This is an optimization exercise on Yosys and OpenROAD, whose aim is small area, not a production implementation. Where RTL was checked, it was by simulation tests only, not by an equivalence proof against the original. No activity file was given, so power comes from the tool's default toggle rates.

==> inputs of job 7493 <==
==> flow/design.v <==
module gamepad_sampler (
    input  wire        clk,
    input  wire        rst_n,
    input  wire        bus_clock,
    input  wire        bus_data,
    input  wire        bus_latch,
    input  wire        go_in,
    input  wire        reset_in,
    input  wire        tick,
    input  wire        cmd_valid,
    input  wire [7:0]  cmd,
    input  wire        flash_done,
    input  wire        flash_ok,
    output wire        rsp_valid,
    output wire [31:0] rsp_data,
    output wire [1:0]  rsp_err,
    output wire        sampler_en,
    output wire        flash_en,
    output wire [1:0]  pin_sel,
    output wire        flash_start,
    output wire [7:0]  led,
    output wire        view_valid,
    output wire [31:0] view_frame,
    output wire        alive,
    output wire        silence_warn,
    output wire        attempt_fail,
    output wire        session_done,
    output wire [1:0]  session_result
);
    localparam [2:0] S_IDLE          = 3'd0;
    localparam [2:0] S_AWAIT_GO      = 3'd1;
    localparam [2:0] S_BURN_FLASH    = 3'd2;
    localparam [2:0] S_BURN_DELAY    = 3'd3;
    localparam [2:0] S_AWAIT_GO_TEST = 3'd4;
    localparam [2:0] S_TESTING       = 3'd5;
    localparam [2:0] S_DONE          = 3'd6;
    localparam [1:0] R_NONE       = 2'd0;
    localparam [1:0] R_SUCCESS    = 2'd1;
    localparam [1:0] R_FLASH_FAIL = 2'd2;
    localparam [1:0] R_ABORTED    = 2'd3;
    localparam [9:0]  BLINK_END  = 10'h2b2;    
    localparam [9:0]  BLINK_MASK = 10'h3ff;
    localparam [11:0] WD_END     = 12'h489;    
    localparam [11:0] WD_MASK    = 12'hded;
    localparam [11:0] DLY_END    = 12'he1c;    
    localparam [11:0] DLY_MASK   = 12'h942;
    wire [3:0] op_in = cmd[3:0];
    wire reserved_in = (cmd[7:6] != 2'b00) || (op_in == 4'hE) || (op_in == 4'hF) ||
                       ((op_in != 4'hC) && (cmd[5:4] != 2'b00));
    wire [4:0] code_in = !cmd_valid      ? 5'h00 :
                         reserved_in     ? 5'h0E :
                         (op_in == 4'hC) ? {3'b100, cmd[5:4]} :
                         (op_in == 4'h0) ? 5'h0C :
                                           {1'b0, op_in};
    reg        rn_q;
    reg [4:0]  code_q;
    reg        tick_q, fd_q, fo_q;
    reg [3:0]  bclk, blat, bgo, brst;    
    reg [2:0]  bdat;
    reg [1:0]  arm_q;
    reg [31:0] acc_q, cur_q, last_q, vf_q;
    reg        en_q, pend_q, go_q, rl_q;
    reg [2:0]  fsm_q;
    reg [1:0]  res_q, att_q;
    reg        skip_q, req_q;
    reg [9:0]  bl_q;
    reg        ph_q;
    reg [11:0] wd_q;
    wire armed      = (arm_q == 2'd3);
    wire clk_rise   = armed &  bclk[2] & ~bclk[3];
    wire latch_rise = armed &  blat[2] & ~blat[3];
    wire data_bit   = bdat[2];
    wire go_rise    = armed &  bgo[2]  & ~bgo[3];
    wire rst_fall   = armed & ~brst[2] &  brst[3];
    wire active_q = (fsm_q == S_AWAIT_GO) | (fsm_q == S_BURN_FLASH) |
                    (fsm_q == S_BURN_DELAY) | (fsm_q == S_AWAIT_GO_TEST) |
                    (fsm_q == S_TESTING);
    wire changed_q = (cur_q != last_q);
    wire flash_en_q = (fsm_q == S_BURN_FLASH) | (fsm_q == S_BURN_DELAY);
    reg [7:0] led_q;
    always @(*) begin
        if (fsm_q == S_AWAIT_GO || fsm_q == S_AWAIT_GO_TEST)
            led_q = ph_q ? 8'h02 : 8'h01;
        else if (fsm_q == S_TESTING)
            led_q = ph_q ? 8'h0A : 8'h05;
        else
            led_q = 8'h00;
    end
    wire        c_valid  = (code_q != 5'h00);
    wire        c_start  = code_q[4];
    wire [3:0]  c_op     = code_q[3:0];
    wire        c_res    = ~c_start & (c_op == 4'hE);
    wire        c_mut    = c_start | (~c_start & ((c_op == 4'h1) | (c_op == 4'h6) |
                           (c_op == 4'h8) | (c_op == 4'h9) | (c_op == 4'hA)));
    wire        c_busy   = c_mut & active_q;
    wire        c_ok     = c_valid & ~c_res & ~c_busy;
    wire        do_newpkt = c_ok & ~c_start & (c_op == 4'h1);
    wire        do_clrgo  = c_ok & ~c_start & (c_op == 4'h6);
    wire        do_clrrst = c_ok & ~c_start & (c_op == 4'h8);
    wire        do_sen    = c_ok & ~c_start & (c_op == 4'h9);
    wire        do_sdis   = c_ok & ~c_start & (c_op == 4'hA);
    wire        do_start  = c_ok & c_start;
    wire bl_end  = ((bl_q ^ BLINK_END) & BLINK_MASK) == 10'd0;
    wire wd_end  = ((wd_q ^ WD_END)    & WD_MASK)    == 12'd0;
    wire dly_end = ((wd_q ^ DLY_END)   & DLY_MASK)   == 12'd0;
    wire [9:0]  bl_step = {bl_q[8:0], ~(bl_q[9] ^ bl_q[6])};
    wire [11:0] wd_step = {wd_q[10:0], ~(wd_q[11] ^ wd_q[10] ^ wd_q[9] ^ wd_q[3])};
    reg [2:0]  fsm_x;
    reg [1:0]  res_x, att_x;
    reg        skip_x, req_x;
    reg [9:0]  bl_x;
    reg        ph_x;
    reg [11:0] wd_x;
    reg        en_x;
    reg        go_clr, rst_clr, pend_clr;
    reg        fs_x, vv_x, al_x, sw_x, af_x;
    always @(*) begin
        fsm_x    = fsm_q;
        res_x    = res_q;
        att_x    = att_q;
        skip_x   = skip_q;
        req_x    = req_q;
        bl_x     = bl_q;
        ph_x     = ph_q;
        wd_x     = wd_q;
        en_x     = en_q;
        go_clr   = 1'b0;
        rst_clr  = 1'b0;
        pend_clr = 1'b0;
        fs_x     = 1'b0;
        vv_x     = 1'b0;
        al_x     = 1'b0;
        sw_x     = 1'b0;
        af_x     = 1'b0;
        case (fsm_q)
            S_AWAIT_GO, S_AWAIT_GO_TEST: begin
                if (go_q) begin
                    go_clr  = 1'b1;
                    rst_clr = 1'b1;
                    if (fsm_q == S_AWAIT_GO && !skip_q) begin
                        att_x = 2'd1;
                        fsm_x = S_BURN_FLASH;
                        fs_x  = 1'b1;
                    end else begin
                        fsm_x = S_TESTING;
                        en_x  = 1'b1;
                        wd_x  = 12'd0;
                        bl_x  = 10'd0;
                        ph_x  = 1'b0;
                    end
                end else if (rl_q && !req_q) begin
                    rst_clr = 1'b1;
                    fsm_x   = S_DONE;
                    res_x   = R_ABORTED;
                end else if (tick_q) begin
                    if (bl_end) begin
                        bl_x = 10'd0;
                        ph_x = ~ph_q;
                    end else begin
                        bl_x = bl_step;
                    end
                end
            end
            S_BURN_FLASH: begin
                if (fd_q) begin
                    af_x = ~fo_q;
                    if (rl_q) begin
                        rst_clr = 1'b1;
                        fsm_x   = S_DONE;
                        res_x   = R_ABORTED;
                    end else if (fo_q) begin
                        fsm_x  = S_AWAIT_GO_TEST;
                        bl_x   = 10'd0;
                        ph_x   = 1'b0;
                        go_clr = 1'b1;
                    end else if (att_q < 2'd2) begin
                        fsm_x = S_BURN_DELAY;
                        wd_x  = 12'd0;
                    end else begin
                        fsm_x = S_DONE;
                        res_x = R_FLASH_FAIL;
                    end
                end
            end
            S_BURN_DELAY: begin
                if (rl_q) begin
                    rst_clr = 1'b1;
                    fsm_x   = S_DONE;
                    res_x   = R_ABORTED;
                end else if (tick_q && dly_end) begin
                    att_x = att_q + 2'd1;
                    fsm_x = S_BURN_FLASH;
                    fs_x  = 1'b1;
                end else if (tick_q) begin
                    wd_x = wd_step;
                end
            end
            S_TESTING: begin
                if (rl_q) begin
                    en_x    = 1'b0;
                    rst_clr = 1'b1;
                    fsm_x   = S_DONE;
                    res_x   = R_SUCCESS;
                end else begin
                    pend_clr = 1'b1;
                    if (pend_q) begin
                        if (changed_q)
                            vv_x = 1'b1;
                        else
                            al_x = 1'b1;
                        wd_x = 12'd0;
                    end else if (tick_q) begin
                        if (wd_end) begin
                            sw_x = 1'b1;
                            wd_x = 12'd0;
                        end else begin
                            wd_x = wd_step;
                        end
                    end
                    if (tick_q) begin
                        if (bl_end) begin
                            bl_x = 10'd0;
                            ph_x = ~ph_q;
                        end else begin
                            bl_x = bl_step;
                        end
                    end
                end
            end
            default: begin
            end
        endcase
        if (do_newpkt) pend_clr = 1'b1;
        if (do_clrgo)  go_clr   = 1'b1;
        if (do_clrrst) rst_clr  = 1'b1;
        if (do_sen)    en_x     = 1'b1;
        if (do_sdis)   en_x     = 1'b0;
        if (do_start) begin
            skip_x  = code_q[0];
            req_x   = code_q[1];
            res_x   = R_NONE;
            att_x   = 2'd0;
            wd_x    = 12'd0;
            go_clr  = 1'b1;
            rst_clr = 1'b1;
            en_x    = 1'b0;
            fsm_x   = S_AWAIT_GO;
            bl_x    = 10'd0;
            ph_x    = 1'b0;
        end
    end
    wire r        = rn_q;
    wire enabling = ~en_q & en_x;
    wire capture  = en_q & latch_rise;
    wire sh       = en_q & clk_rise;
    wire a_keep   = r & ~enabling & ~capture;
    wire a_sh     = a_keep & sh;
    wire a_hold   = a_keep & ~sh;
    wire c_sh     = r & capture & clk_rise;
    wire c_ns     = r & capture & ~clk_rise;
    wire c_hold   = r & ~capture;
    wire l_ld     = r & capture;
    wire v_ld     = r & vv_x;
    wire v_hold   = r & ~vv_x;
    wire [31:0] acc_up = {acc_q[30:0], data_bit};
    wire [1:0]  arm_n  = r ? (armed ? 2'd3 : arm_q + 2'd1) : 2'd0;
    wire [31:0] acc_n  = ({32{a_sh}} & acc_up) | ({32{a_hold}} & acc_q);
    wire        en_n   = r & en_x;
    wire [31:0] cur_n  = ({32{c_sh}} & acc_up) | ({32{c_ns}} & acc_q) |
                         ({32{c_hold}} & cur_q);
    wire [31:0] last_n = ({32{l_ld}} & cur_q) | ({32{c_hold}} & last_q);
    wire        pend_n = r & (capture | (~pend_clr & pend_q));
    wire        go_n   = r & (go_rise | (~go_clr & go_q));
    wire        rl_n   = r & (rst_fall | (~rst_clr & rl_q));
    wire [2:0]  fsm_n  = r ? fsm_x : S_IDLE;
    wire [1:0]  res_n  = r ? res_x : R_NONE;
    wire [1:0]  att_n  = r ? att_x : 2'd0;
    wire        skip_n = r & skip_x;
    wire        req_n  = r & req_x;
    wire [31:0] vf_n   = ({32{v_ld}} & cur_q) | ({32{v_hold}} & vf_q);
    always @(posedge clk) begin
        rn_q   <= rst_n;
        code_q <= code_in;
        tick_q <= tick;
        fd_q   <= flash_done;
        fo_q   <= flash_ok;
        bclk   <= {bclk[2:0], bus_clock};
        blat   <= {blat[2:0], bus_latch};
        bgo    <= {bgo[2:0],  go_in};
        brst   <= {brst[2:0], reset_in};
        bdat   <= {bdat[1:0], bus_data};
        arm_q  <= arm_n;
        acc_q  <= acc_n;
        en_q   <= en_n;
        cur_q  <= cur_n;
        last_q <= last_n;
        pend_q <= pend_n;
        go_q   <= go_n;
        rl_q   <= rl_n;
        fsm_q  <= fsm_n;
        res_q  <= res_n;
        att_q  <= att_n;
        skip_q <= skip_n;
        req_q  <= req_n;
        bl_q   <= bl_x;
        ph_q   <= ph_x;
        wd_q   <= wd_x;
        vf_q   <= vf_n;
    end
    assign flash_en       = (fsm_n == S_BURN_FLASH) | (fsm_n == S_BURN_DELAY);
    assign sampler_en     = en_n;
    assign pin_sel        = {en_n, flash_en};
    assign session_done   = (fsm_n == S_DONE);
    assign session_result = res_n;
    assign led            = ((fsm_n == S_AWAIT_GO) | (fsm_n == S_AWAIT_GO_TEST)) ?
                                (ph_x ? 8'h02 : 8'h01) :
                            (fsm_n == S_TESTING) ? (ph_x ? 8'h0A : 8'h05) : 8'h00;
    assign flash_start  = r & fs_x;
    assign view_valid   = r & vv_x;
    assign alive        = r & al_x;
    assign silence_warn = r & sw_x;
    assign attempt_fail = r & af_x;
    assign view_frame   = vf_n;
    wire [31:0] status = {led_q, 7'b0, req_q, skip_q, att_q, res_q, fsm_q, 1'b0,
                          active_q, flash_en_q, en_q, rl_q, go_q, changed_q, pend_q};
    wire c_rd  = r & c_ok & ~c_start;
    wire s_pnd = c_rd & (c_op == 4'h1);
    wire s_cur = c_rd & (c_op == 4'h2);
    wire s_lst = c_rd & (c_op == 4'h3);
    wire s_chg = c_rd & (c_op == 4'h4);
    wire s_go  = c_rd & (c_op == 4'h5);
    wire s_rl  = c_rd & (c_op == 4'h7);
    wire s_st  = c_rd & (c_op == 4'hB);
    wire s_acc = c_rd & (c_op == 4'hD);
    wire [31:0] data_x = ({32{s_cur}} & cur_q) | ({32{s_lst}} & last_q) |
                         ({32{s_acc}} & acc_q) | ({32{s_st}} & status) |
                         {31'd0, (s_pnd & pend_q) | (s_chg & changed_q) |
                                 (s_go & go_q) | (s_rl & rl_q)};
    assign rsp_valid = r & c_valid;
    assign rsp_data  = data_x;
    assign rsp_err   = (r & c_valid) ? (c_res ? 2'd1 : (c_busy ? 2'd2 : 2'd0)) : 2'd0;
endmodule
==> flow/run.sh <==
#!/bin/bash
# synth_recipe.tcl (not shown) runs the flow's synth.tcl, then flattens the netlist and writes it again
# the make line also repeats each setting of config.mk as NAME=value (left out here)
make -C /OpenROAD-flow-scripts/flow DESIGN_CONFIG=/design/flow/config.mk WORK_HOME=/design/flow/orfs CLKGATE_MAP_FILE= SYNTH_SCRIPT=/design/flow/synth_recipe.tcl finish
==> flow/config.mk <==
export PLATFORM = sky130hd
export DESIGN_NAME = gamepad_sampler
export DESIGN_NICKNAME = gamepad_sampler
export VERILOG_FILES = /design/flow/design.v
export SDC_FILE = /design/flow/constraint.sdc
export NUM_CORES = 4
export LEC_CHECK = 0
export ABC_AREA = 1
export CAP_MARGIN = 20
export CORE_MARGIN = 2
export CORE_UTILIZATION = 55
export SLEW_MARGIN = 20
==> flow/constraint.sdc <==
create_clock -name core_clock -period 10.0 [get_ports {clk}]
set_input_delay 2.0000 -clock core_clock [delete_from_list [all_inputs] [get_ports {clk}]]
set_output_delay 2.0000 -clock core_clock [all_outputs]
set_load 0.01 [all_outputs]
==> job 5160 (differences from job 7493) <==
--- a/flow/design.v
+++ b/flow/design.v
@@ -250,24 +250,24 @@
         end
     end
-    wire r        = rn_q;
-    wire enabling = ~en_q & en_x;
-    wire capture  = en_q & latch_rise;
-    wire sh       = en_q & clk_rise;
-    wire a_keep   = r & ~enabling & ~capture;
-    wire a_sh     = a_keep & sh;
-    wire a_hold   = a_keep & ~sh;
-    wire c_sh     = r & capture & clk_rise;
-    wire c_ns     = r & capture & ~clk_rise;
-    wire c_hold   = r & ~capture;
-    wire l_ld     = r & capture;
-    wire v_ld     = r & vv_x;
-    wire v_hold   = r & ~vv_x;
-    wire [31:0] acc_up = {acc_q[30:0], data_bit};
+    wire        enabling    = ~en_q & en_x;
+    wire [31:0] acc_shifted = clk_rise ? {acc_q[30:0], data_bit} : acc_q;
+    wire        capture     = en_q & latch_rise;
+    reg [31:0] acc_x;
+    always @(*) begin
+        if (enabling)
+            acc_x = 32'd0;
+        else if (capture)
+            acc_x = 32'd0;
+        else if (en_q)
+            acc_x = acc_shifted;
+        else
+            acc_x = acc_q;
+    end
+    wire        r = rn_q;
     wire [1:0]  arm_n  = r ? (armed ? 2'd3 : arm_q + 2'd1) : 2'd0;
-    wire [31:0] acc_n  = ({32{a_sh}} & acc_up) | ({32{a_hold}} & acc_q);
+    wire [31:0] acc_n  = r ? acc_x : 32'd0;
     wire        en_n   = r & en_x;
-    wire [31:0] cur_n  = ({32{c_sh}} & acc_up) | ({32{c_ns}} & acc_q) |
-                         ({32{c_hold}} & cur_q);
-    wire [31:0] last_n = ({32{l_ld}} & cur_q) | ({32{c_hold}} & last_q);
+    wire [31:0] cur_n  = r ? (capture ? acc_shifted : cur_q) : 32'd0;
+    wire [31:0] last_n = r ? (capture ? cur_q : last_q) : 32'd0;
     wire        pend_n = r & (capture | (~pend_clr & pend_q));
     wire        go_n   = r & (go_rise | (~go_clr & go_q));
@@ -278,5 +278,5 @@
     wire        skip_n = r & skip_x;
     wire        req_n  = r & req_x;
-    wire [31:0] vf_n   = ({32{v_ld}} & cur_q) | ({32{v_hold}} & vf_q);
+    wire [31:0] vf_n   = r ? (vv_x ? cur_q : vf_q) : 32'd0;
     always @(posedge clk) begin
         rn_q   <= rst_n;
@@ -324,19 +324,23 @@
     wire [31:0] status = {led_q, 7'b0, req_q, skip_q, att_q, res_q, fsm_q, 1'b0,
                           active_q, flash_en_q, en_q, rl_q, go_q, changed_q, pend_q};
-    wire c_rd  = r & c_ok & ~c_start;
-    wire s_pnd = c_rd & (c_op == 4'h1);
-    wire s_cur = c_rd & (c_op == 4'h2);
-    wire s_lst = c_rd & (c_op == 4'h3);
-    wire s_chg = c_rd & (c_op == 4'h4);
-    wire s_go  = c_rd & (c_op == 4'h5);
-    wire s_rl  = c_rd & (c_op == 4'h7);
-    wire s_st  = c_rd & (c_op == 4'hB);
-    wire s_acc = c_rd & (c_op == 4'hD);
-    wire [31:0] data_x = ({32{s_cur}} & cur_q) | ({32{s_lst}} & last_q) |
-                         ({32{s_acc}} & acc_q) | ({32{s_st}} & status) |
-                         {31'd0, (s_pnd & pend_q) | (s_chg & changed_q) |
-                                 (s_go & go_q) | (s_rl & rl_q)};
+    reg [31:0] data_x;
+    always @(*) begin
+        data_x = 32'd0;
+        if (c_ok & ~c_start) begin
+            case (c_op)
+                4'h1: data_x = {31'd0, pend_q};
+                4'h2: data_x = cur_q;
+                4'h3: data_x = last_q;
+                4'h4: data_x = {31'd0, changed_q};
+                4'h5: data_x = {31'd0, go_q};
+                4'h7: data_x = {31'd0, rl_q};
+                4'hB: data_x = status;
+                4'hD: data_x = acc_q;
+                default: data_x = 32'd0;
+            endcase
+        end
+    end
     assign rsp_valid = r & c_valid;
-    assign rsp_data  = data_x;
+    assign rsp_data  = r ? data_x : 32'd0;
     assign rsp_err   = (r & c_valid) ? (c_res ? 2'd1 : (c_busy ? 2'd2 : 2'd0)) : 2'd0;
 endmodule
Settings changed: ABC_AREA 1 to unset, CORE_UTILIZATION 55 to 40.
==> run summary <==
Job 5160 completed with no timing, DRC or antenna violations. Job 7493 completed without violations.
Against job 5160, the synthesized cell count of job 7493 is higher by about 13%.
In job 7493 the die area is lower than in job 5160, by about 30%.
Sequential share of layout area: job 5160 is lower than job 7493 (1.5 points).
In job 7493 the final area is smaller than in job 5160, by about 4%.
Against job 7493, the power of job 5160 is smaller by about 9%.
Between job 7493 and job 5160, the lower maximum frequency is in job 5160 (gap 6.1%, measured against job 5160).
In job 5160 the critical path depth is lower than in job 7493, by 3.
In job 5160 the non-clock buffer count is lower than in job 7493, by 1.
For job 7493, only the layout was checked, not whether the RTL still works.

## static timing again, ports no longer ideal
Ports are ideal in the flow. The routed layouts listed here were re-timed in OpenROAD. Step 1 sets driving cells, clkbuf_16 on the clock port and buf_2 on the other inputs (assumed; they add their load-dependent delay and slew). Step 2 times the ports against the registers' clock, not the clock port: input delays grow and output delays shrink by t, the midpoint of the rising clock arrivals with the driver on. a / b / c = ideal / step 1 / step 2; a / b = the first two.
| run | t (ns) | slack for setup (ns) | worst setup path at the end | clock arrival spread, ns |
|---|---|---|---|---|
| job 7493 | 0.478 | 4.491 / 4.448 / 4.926 | register to output | 0.012 / 0.012 |
| job 5160 | 0.486 | 4.154 / 4.105 / 4.592 | register to output | 0.016 / 0.017 |
After both steps setup and hold are still met in every run listed.
